From an optimization exercise on the open Yosys and OpenROAD flow, aimed at small area; shortcuts taken in it are not production practice. The RTL was checked by simulation tests, not by an equivalence proof against the original design.

## flow/run.sh

```bash
#!/bin/bash
# synth_recipe.tcl (not shown) runs the flow's synth.tcl, then flattens the netlist and writes it again
# the make line also repeats each setting of config.mk as NAME=value (left out here)
make -C /OpenROAD-flow-scripts/flow DESIGN_CONFIG=/design/flow/config.mk WORK_HOME=/design/flow/orfs CLKGATE_MAP_FILE= SYNTH_SCRIPT=/design/flow/synth_recipe.tcl finish
```

## flow/config.mk

```make
export PLATFORM = sky130hd
export DESIGN_NAME = kram_core
export DESIGN_NICKNAME = kram_core
export VERILOG_FILES = /design/flow/design.v
export SDC_FILE = /design/flow/constraint.sdc
export NUM_CORES = 4
export LEC_CHECK = 0
export CAP_MARGIN = 20
export CORE_MARGIN = 2
export CORE_UTILIZATION = 40
export PLACE_DENSITY = 0.6
export SLEW_MARGIN = 20
```

## flow/constraint.sdc

```tcl
create_clock -name core_clock -period 10.0 [get_ports {clk}]
set_input_delay 2.0000 -clock core_clock [delete_from_list [all_inputs] [get_ports {clk}]]
set_output_delay 2.0000 -clock core_clock [all_outputs]
set_load 0.01 [all_outputs]
```

## flow/design.v

```verilog
module kram_core (
    input  wire        clk,
    input  wire        rst,
    input  wire        cmd_valid,
    input  wire [7:0]  cmd_op,
    input  wire [15:0] cmd_a,
    input  wire [15:0] cmd_b,
    output wire        busy,
    output wire [1:0]  result,
    output wire [7:0]  status,
    input  wire [3:0]  csr_addr,
    output reg  [31:0] csr_rdata,
    output reg         bmp_req,
    output wire [15:0] bmp_row,
    output wire [12:0] bmp_col,
    input  wire        bmp_ack,
    input  wire [7:0]  bmp_data,
    input  wire        bus_open_ok,
    output reg         breq,
    input  wire        bgnt,
    input  wire        berr,
    output reg         cs,
    output wire        sclk,
    output wire        sdo
);
    localparam [7:0] OP_INIT     = 8'h01;
    localparam [7:0] OP_ENCODE   = 8'h02;
    localparam [7:0] OP_TRANSMIT = 8'h04;
    localparam [7:0] OP_SHUTDOWN = 8'h05;
    localparam [1:0] R_OK   = 2'd0;
    localparam [1:0] R_GEOM = 2'd1;
    localparam [1:0] R_BUSU = 2'd2;
    localparam [1:0] R_TXF  = 2'd3;
    localparam [1:0] L_UNINIT = 2'd0;
    localparam [1:0] L_READY  = 2'd1;
    localparam [1:0] L_CLOSED = 2'd2;
    localparam [4:0] S_IDLE     = 5'd0;
    localparam [4:0] S_CHK_REF  = 5'd1;    
    localparam [4:0] S_CHK_DONE = 5'd2;    
    localparam [4:0] S_CHK_OPEN = 5'd3;    
    localparam [4:0] S_CHK_TX   = 5'd4;    
    localparam [4:0] S_CHK_ENC  = 5'd5;    
    localparam [4:0] S_CHK_SHUT = 5'd6;    
    localparam [4:0] S_OPEN     = 5'd7;
    localparam [4:0] S_SETUP    = 5'd8;
    localparam [4:0] S_CMDB     = 5'd9;
    localparam [4:0] S_FLIP     = 5'd10;
    localparam [4:0] S_ACQ      = 5'd11;
    localparam [4:0] S_CFG      = 5'd12;
    localparam [4:0] S_CSA      = 5'd13;
    localparam [4:0] S_LOAD     = 5'd14;
    localparam [4:0] S_FETCH    = 5'd15;
    localparam [4:0] S_SHIFT    = 5'd16;
    localparam [4:0] S_CSD      = 5'd17;
    localparam [4:0] S_REL      = 5'd18;
    localparam [4:0] S_CLOSE    = 5'd19;
    localparam [4:0] S_DONE     = 5'd20;
    localparam [1:0] K_CMD  = 2'd0;
    localparam [1:0] K_HDR0 = 2'd1;    
    localparam [1:0] K_HDR1 = 2'd2;    
    localparam [1:0] K_PIX  = 2'd3;
    reg [4:0]  state;
    reg [1:0]  life;
    reg        pol;
    reg [1:0]  res;
    reg [1:0]  pres;         
    reg        own;
    reg [12:0] w;            
    reg [15:0] h;
    reg [29:1] flen;         
    reg [15:0] row;
    reg [12:0] col;
    reg [1:0]  kind;
    reg        trl;          
    reg [8:0]  sr;           
    reg [1:0]  ph;           
    reg [24:0] acc;          
    assign busy    = (state != S_IDLE);
    assign result  = res;
    assign status  = {2'b00, own, cs, busy, pol, life};
    assign sclk    = (state == S_SHIFT) & ph[1];
    assign sdo     = (state == S_SHIFT) & sr[8];
    assign bmp_row = row;
    assign bmp_col = col;
    wire cfg = (life != L_UNINIT);
    wire [29:0] flen_v = {flen, ~(w[0] & h[0])};
    always @(*) begin
        case (csr_addr)
            4'd0:    csr_rdata = {30'd0, life};
            4'd1:    csr_rdata = {24'd0, status};
            4'd2:    csr_rdata = {30'd0, res};
            4'd3:    csr_rdata = cfg ? {16'd0, w, 3'd0} : 32'd0;
            4'd4:    csr_rdata = cfg ? {16'd0, h} : 32'd0;
            4'd5:    csr_rdata = cfg ? {19'd0, w} : 32'd0;
            4'd6:    csr_rdata = cfg ? {2'd0, flen_v} : 32'd0;
            4'd7:    csr_rdata = 32'd8;
            4'd8:    csr_rdata = 32'd2000000;
            4'd9:    csr_rdata = 32'd255;
            default: csr_rdata = 32'd0;
        endcase
    end
    wire geom_ok  = (cmd_a[15:3] != 13'd0) && (cmd_a[2:0] == 3'd0) && (cmd_b != 16'd0);
    wire low_ok   = (cmd_a[2:0] == 3'd0);
    wire ready    = (life == L_READY);
    reg [4:0] chk_state;
    reg [1:0] chk_res;
    always @(*) begin
        chk_state = S_CHK_REF;
        chk_res   = R_GEOM;
        case (cmd_op)
            OP_INIT: begin
                if (ready)             chk_state = S_CHK_REF;
                else if (!geom_ok)     chk_state = S_CHK_DONE;
                else                   chk_state = S_CHK_OPEN;
            end
            OP_ENCODE: begin
                if (!ready)            chk_state = S_CHK_REF;
                else if (!low_ok)      chk_state = S_CHK_DONE;
                else                   chk_state = S_CHK_ENC;
            end
            OP_TRANSMIT: begin
                if (!ready)            chk_state = S_CHK_REF;
                else if (!low_ok)      chk_state = S_CHK_DONE;
                else                   chk_state = S_CHK_TX;
            end
            OP_SHUTDOWN: begin
                if (!ready)            chk_state = S_CHK_REF;
                else                   chk_state = S_CHK_SHUT;
            end
            default: chk_state = S_CHK_REF;
        endcase
    end
    wire row_eq = (row == h);
    wire col_eq = (col == w);
    wire geom_eq = row_eq & col_eq;
    wire [13:0] m     = {1'b0, col} + 14'd2;
    reg  [4:0]  digit;
    always @(*) begin
        case (state)
            S_CHK_OPEN: digit = {1'b0, m[13:10]};
            S_OPEN:     digit = m[9:5];
            default:    digit = m[4:0];
        endcase
    end
    wire        last_step = (state == S_SETUP);
    wire [29:0] mac = {acc, 3'd0, last_step, last_step} + row * digit;
    wire [15:0] row_inc  = row + 16'd1;
    wire [12:0] col_inc  = col + 13'd1;
    wire        last_bit = (ph == 2'd3) && (sr[7:0] == 8'h80);
    wire        row_done = (kind == K_PIX) && col_eq;
    wire [7:0]  pix_byte = {bmp_data[0], bmp_data[1], bmp_data[2], bmp_data[3],
                            bmp_data[4], bmp_data[5], bmp_data[6], bmp_data[7]};
    always @(posedge clk) begin
        if (rst) begin
            state   <= S_IDLE;
            life    <= L_UNINIT;
            pol     <= 1'b0;
            res     <= R_OK;
            own     <= 1'b0;
            breq    <= 1'b0;
            cs      <= 1'b0;
            bmp_req <= 1'b0;
        end else begin
            case (state)
                S_IDLE:     if (cmd_valid) state <= chk_state;
                S_CHK_REF:  state <= S_IDLE;
                S_CHK_DONE: state <= S_DONE;
                S_CHK_ENC:  state <= S_DONE;
                S_CHK_OPEN: state <= S_OPEN;
                S_CHK_TX:   state <= geom_eq ? S_CMDB : S_DONE;
                S_CHK_SHUT: state <= S_CLOSE;
                S_OPEN:     state <= bus_open_ok ? S_SETUP : S_DONE;
                S_SETUP: begin
                    pol   <= 1'b1;
                    life  <= L_READY;
                    state <= S_DONE;
                end
                S_CMDB:     state <= S_FLIP;
                S_FLIP: begin
                    pol   <= ~pol;
                    breq  <= 1'b1;
                    state <= S_ACQ;
                end
                S_ACQ: begin
                    if (bgnt) begin
                        own   <= 1'b1;
                        state <= S_CFG;
                    end else if (col[7:0] == 8'd255) begin
                        breq  <= 1'b0;
                        state <= S_DONE;
                    end
                end
                S_CFG:      state <= S_CSA;
                S_CSA: begin
                    cs    <= 1'b1;
                    state <= S_LOAD;
                end
                S_LOAD: begin
                    if (berr)
                        state <= S_CSD;
                    else if (kind == K_PIX && !col_eq) begin
                        bmp_req <= 1'b1;
                        state   <= S_FETCH;
                    end else
                        state <= S_SHIFT;
                end
                S_FETCH: begin
                    if (berr) begin
                        bmp_req <= 1'b0;
                        state   <= S_CSD;
                    end else if (bmp_ack) begin
                        bmp_req <= 1'b0;
                        state   <= S_SHIFT;
                    end
                end
                S_SHIFT: begin
                    if (berr)
                        state <= S_CSD;
                    else if (last_bit)
                        state <= (trl && kind == K_HDR1) ? S_CSD : S_LOAD;
                end
                S_CSD: begin
                    cs    <= 1'b0;
                    state <= S_REL;
                end
                S_REL: begin
                    own   <= 1'b0;
                    breq  <= 1'b0;
                    state <= S_DONE;
                end
                S_CLOSE: begin
                    cs    <= 1'b0;
                    own   <= 1'b0;
                    breq  <= 1'b0;
                    life  <= L_CLOSED;
                    state <= S_DONE;
                end
                S_DONE: begin
                    res   <= pres;
                    state <= S_IDLE;
                end
                default: state <= S_IDLE;
            endcase
        end
    end
    always @(posedge clk) begin
        acc <= (state == S_IDLE) ? 25'd0 : mac[24:0];
        case (state)
            S_IDLE: begin
                row  <= cmd_b;
                col  <= cmd_a[15:3];
                if (cmd_valid) pres <= chk_res;
            end
            S_CHK_ENC: pres <= geom_eq ? R_OK : R_GEOM;
            S_CHK_TX:  pres <= R_GEOM;
            S_OPEN:  if (!bus_open_ok) pres <= R_BUSU;
            S_SETUP: begin
                w    <= col;
                h    <= row;
                flen <= mac[29:1];
                pres <= R_OK;
            end
            S_FLIP:  col <= 13'd0;
            S_ACQ:   begin
                col <= col_inc;
                if (!bgnt) pres <= R_TXF;
            end
            S_CSA: begin
                pres <= R_OK;
                kind <= K_CMD;
                trl  <= 1'b0;
                row  <= 16'd0;
            end
            S_LOAD: begin
                ph <= 2'd0;
                if (berr) pres <= R_TXF;
                if (row_done) begin
                    kind <= K_HDR0;
                    row  <= row_inc;
                end
                case (kind)
                    K_CMD:   sr <= {6'd0, ~pol, 1'b1, 1'b1};
                    K_HDR1:  sr <= {trl ? 8'd0 : row_inc[7:0], 1'b1};
                    default: sr <= {8'd0, 1'b1};
                endcase
            end
            S_FETCH: begin
                if (berr) pres <= R_TXF;
                else if (bmp_ack) sr <= {pix_byte, 1'b1};
            end
            S_SHIFT: begin
                if (berr) pres <= R_TXF;
                else begin
                    ph <= ph + 2'd1;
                    if (ph == 2'd3) sr <= {sr[7:0], 1'b0};
                    if (last_bit) begin
                        case (kind)
                            K_CMD:  kind <= K_HDR0;
                            K_HDR0: begin kind <= K_HDR1; trl <= row_eq; end
                            K_HDR1: begin kind <= K_PIX; col <= 13'd0; end
                            default: col <= col_inc;
                        endcase
                    end
                end
            end
            S_CLOSE: pres <= R_OK;
            default: ;
        endcase
    end
endmodule
```

==> qor.tcl <==
set qor(outcome) {finished clean}
set qor(synth.area.top_cells) {sky130_fd_sc_hd__edfxtp_1 28%, sky130_fd_sc_hd__fa_1 11%, sky130_fd_sc_hd__dfxtp_1 7.2%}
set qor(grt_overflow_total) 0
set qor(synth_top_area_share_pct) 28.5
set qor(synth.yosys.warnings) 1
set qor(reg2reg_slack_ps) 3400
set qor(start_util_pct) 40.5
set qor(synth.ff_latch_count) 142
set qor(fin_skew_ps) 13.1
set qor(synth_enable_flop_cells) 103
set qor(place_area_um2) 12400
set qor(via_count_of_the_first_global_routing_pass) 8519
set qor(holdCritStartpoint) {pres[0]$_DFFE_PP_}
set qor(final_layout_size_suffix_gt1_share_pct) 5.71
set qor(clock_buffer_count_from_cts) 17
set qor(reg2reg_to) {flen[29]$_DFFE_PP_}
set qor(clk_pin_slew_worst_paths_ps) 60
set qor(crit-reg2reg-launch) {col[2]$_DFFE_PP_}
set qor(arrival_ps) 5140
set qor(detailedRoute.firstIterationViolations) 666
set qor(boundaryPins) 136
set qor(final.min_clock_period_ps) 7140
set qor(post-cts-setup-buffers) 0
set qor(initial_antenna_violation_count) 1
set qor(syn_area_per_cell_um2) 9.34
set qor(cp-end-kind) {primary output}
set qor(ant_nets) 0
set qor(wire_length_of_the_first_global_routing_pass_mm) 48.0
set qor(die_height_um) 169
set qor(cts_tree) {yes}
set qor(path_max_fanout) 16
set qor(async_reset_ff_share_pct) 0
set qor(post-synth-top-area-cell) {sky130_fd_sc_hd__edfxtp_1}
set qor(n_fill_cell) 2502
set qor(hp-class) {flop to flop}
set qor(worstSetupEndpoint) {csr_rdata[4]}
set qor(final_layout_worst_hold_slack_ps) 490
set qor(tightestPinTransition_ps) 1070
set qor(fmaxAchievable_ghz) 0.140
set qor(grt_start_max_net_pins) 60
set qor(worstRegToRegCells) 21
set qor(critical_path.cell_chain) {clkdlybuf4s50_1 -> nand2b_1 -> nor2_1 -> a221oi_1 -> o21ai_0 -> clkdlybuf4s50_1}
set qor(clock_latency_on_the_worst_skew_pair_ps) 420
set qor(cts_resized) 0
set qor(place_hpwl_mm) 22.5
set qor(crit_start) {csr_addr[1]}
set qor(route.detailed.wl_per_inst_um) 18.5
set qor(synth_cell_types) 75
set qor(design_area_um2) 13000
set qor(grt_usage_pct) 21.5
set qor(synth_ff_type) {sky130_fd_sc_hd__edfxtp_1}
set qor(cts_buffer_depth) 2
set qor(drt-pass1-iter-count) 7
set qor(route.detailed.vias_per_inst) 5.40
set qor(ys_seq_area_share_pct) 35.7
set qor(finalHoldViolCount) 0
set qor(critPathLaunchType) {input pin}
set qor(finalWirelength_mm) 30.0
set qor(max_cap_violations) 0
set qor(drc) 0
set qor(cpPeakStageDelay_ps) 900
set qor(critical-path-top-cell-by-count) {sky130_fd_sc_hd__clkdlybuf4s50_1}
set qor(design.final.nets) 1425
set qor(period_utilization_pct) 71.4
set qor(setup_viol) 0
set qor(critical_path_class) {input pin to primary output}
set qor(slew-limit-headroom_pct) 28.4
set qor(num_vias) 8751
set qor(cts_root_buffer) {sky130_fd_sc_hd__clkbuf_16}
set qor(synth_cells) 1163
set qor(floorplan.core_area_um2) 26800
set qor(gp_routability_congestion) 0.898
set qor(grt_setup_unrepaired) {false}
set qor(required_ps) 8000
set qor(whs_path_depth) 2
set qor(area.growth.synth_to_final_pct) 19.9
set qor(post_synthesis_instance_area_um2) 10900
set qor(worst_path_max_delay_cell) {sky130_fd_sc_hd__clkdlybuf4s50_1}
set qor(setup-tns-final_ps) 0
set qor(cts_hold_repair.buffers) 0
set qor(h-tree-depth) 4
set qor(die_w_um) 169
set qor(die-area_um2) 28500
set qor(num_rows) 60
set qor(slew_viol_final) 0
set qor(placement.io_buffers) 131
set qor(cts.sinks) 142
layer usage:
metal / global-route usage, % / vias to the layer above / part of all wire, %
li1: - / 4190 / -
met1: 32.1 / 4230 / 49
met2: 32.8 / 301 / 44
met3: 2.97 / 30 / 5.2
met4: 5.85 / 0 / 1.8
met5: 0 / - / 0
how the worst min path moves through the flow:
stage | end
floorplan | res[0]$_SDFFE_PP0N_
global placement | res[0]$_SDFFE_PP0N_
detailed placement | res[0]$_SDFFE_PP0N_
CTS | res[0]$_SDFFE_PP0N_
global route | res[1]$_SDFFE_PP0N_
finish | res[0]$_SDFFE_PP0N_
cell families after synthesis:
| kind of cell | count (synthesis) | share of synthesized area [%] |
|---|---|---|
| DFF | 142 | 35.7 |
| other | 1 | 0.0345 |
| and+or+nand+nor | 415 | 19.9 |
| xor gates and xnor gates | 89 | 7.45 |
| adders and majority gates | 102 | 15.7 |
| muxes | 10 | 0.921 |
| buffers and inverters | 176 | 7.00 |
| AOI/OAI and AO/OA | 228 | 13.4 |
placed cells by master, fill, tap and decap left out, types with 25 or more instances in the layout:
master,instances
sky130_fd_sc_hd__a21oi_1,52
sky130_fd_sc_hd__and2_1,77
sky130_fd_sc_hd__clkdlybuf4s50_1,131
sky130_fd_sc_hd__dfxtp_1,39
sky130_fd_sc_hd__edfxtp_1,103
sky130_fd_sc_hd__fa_1,58
sky130_fd_sc_hd__ha_1,43
sky130_fd_sc_hd__inv_1,109
sky130_fd_sc_hd__nand2_1,116
sky130_fd_sc_hd__nand3_1,26
sky130_fd_sc_hd__nor2_1,67
sky130_fd_sc_hd__nor2b_1,25
sky130_fd_sc_hd__o21ai_0,66
sky130_fd_sc_hd__xnor2_1,57
sky130_fd_sc_hd__xor2_1,28
synth_stat cells (11+ instances only):
master                     count
sky130_fd_sc_hd__a21oi_1      52
sky130_fd_sc_hd__a22oi_1      23
sky130_fd_sc_hd__and2_1       77
sky130_fd_sc_hd__and3_1       14
sky130_fd_sc_hd__clkbuf_1     34
sky130_fd_sc_hd__dfxtp_1      39
sky130_fd_sc_hd__edfxtp_1    103
sky130_fd_sc_hd__fa_1         58
sky130_fd_sc_hd__ha_1         43
sky130_fd_sc_hd__inv_1       110
sky130_fd_sc_hd__nand2_1     116
sky130_fd_sc_hd__nand2b_1     15
sky130_fd_sc_hd__nand3_1      26
sky130_fd_sc_hd__nand4_1      16
sky130_fd_sc_hd__nor2_1       68
sky130_fd_sc_hd__nor2b_1      25
sky130_fd_sc_hd__nor3_1       20
sky130_fd_sc_hd__nor4_1       11
sky130_fd_sc_hd__o21ai_0      66
sky130_fd_sc_hd__xnor2_1      57
sky130_fd_sc_hd__xor2_1       28
metrics by stage:
step | std cells | util (%) | setup slack [ps]
global route | 1619 | 48.6 | 2660
floorplan | 1166 | - | 4330
finish | 1620 | 48.6 | 2860
global placement | 1587 | 46.2 | 2970
CTS | 1619 | 48.5 | 2930
detailed placement | 1587 | 46.2 | 2960
cell type report:
type | count | area (µm²) | share of cell area [%]
inverter | 111 | 417 | 3.20
antenna | 1 | 2.50 | 0.0192
clock buffer | 21 | 492 | 3.78
tap | 341 | 427 | 3.28
clock inverter | 11 | 128 | 0.980
timing repair buffer | 145 | 1420 | 10.9
multi-input combinational | 848 | 6270 | 48.1
sequential | 142 | 3870 | 29.7
registers in the layout, indices dropped and copies added, names as in the netlist, 2 cells and up:
name   count
state      5
h         16
flen      29
row       16
res        2
life       2
kind       2
col       13
acc       25
pres       2
w         13
sr         9
ph         2
critical path, delay by kind of cell:
family                 cells  cell delay, ps
AOI/OAI and AO/OA          2             690
buffers and inverters      2            1560
and+or+nand+nor            2             880

==> re-timing with driven ports <==
The flow's constraints put no driver on any port. The routed layout listed below was extracted and timed again, unchanged, in two steps.
Step 1 sets driving cells, clkbuf_16 on the clock port and buf_2 on the other inputs (assumed; they add their load-dependent delay and slew).
Step 2, shift: input delay + t, output delay - t, t = (earliest + latest rising clock arrival at the registers) / 2. This alone moves slack from input paths to output paths.
Three values: ideal ports, drivers, drivers and shift; two values: the first two.
t (ns): 0.464
setup slack, ns: 2.861 / 2.839 / 2.839
hold WS [ns]: 0.490 / 0.490 / 0.490
worst register clock-pin slew, ns: 0.07 / 0.07
worst slew at a driven data input, ns: 0.04
After both steps this run still meets setup and hold. For this run, drivers alone change the setup slack by -0.022 ns; drivers and shift together by -0.022 ns.
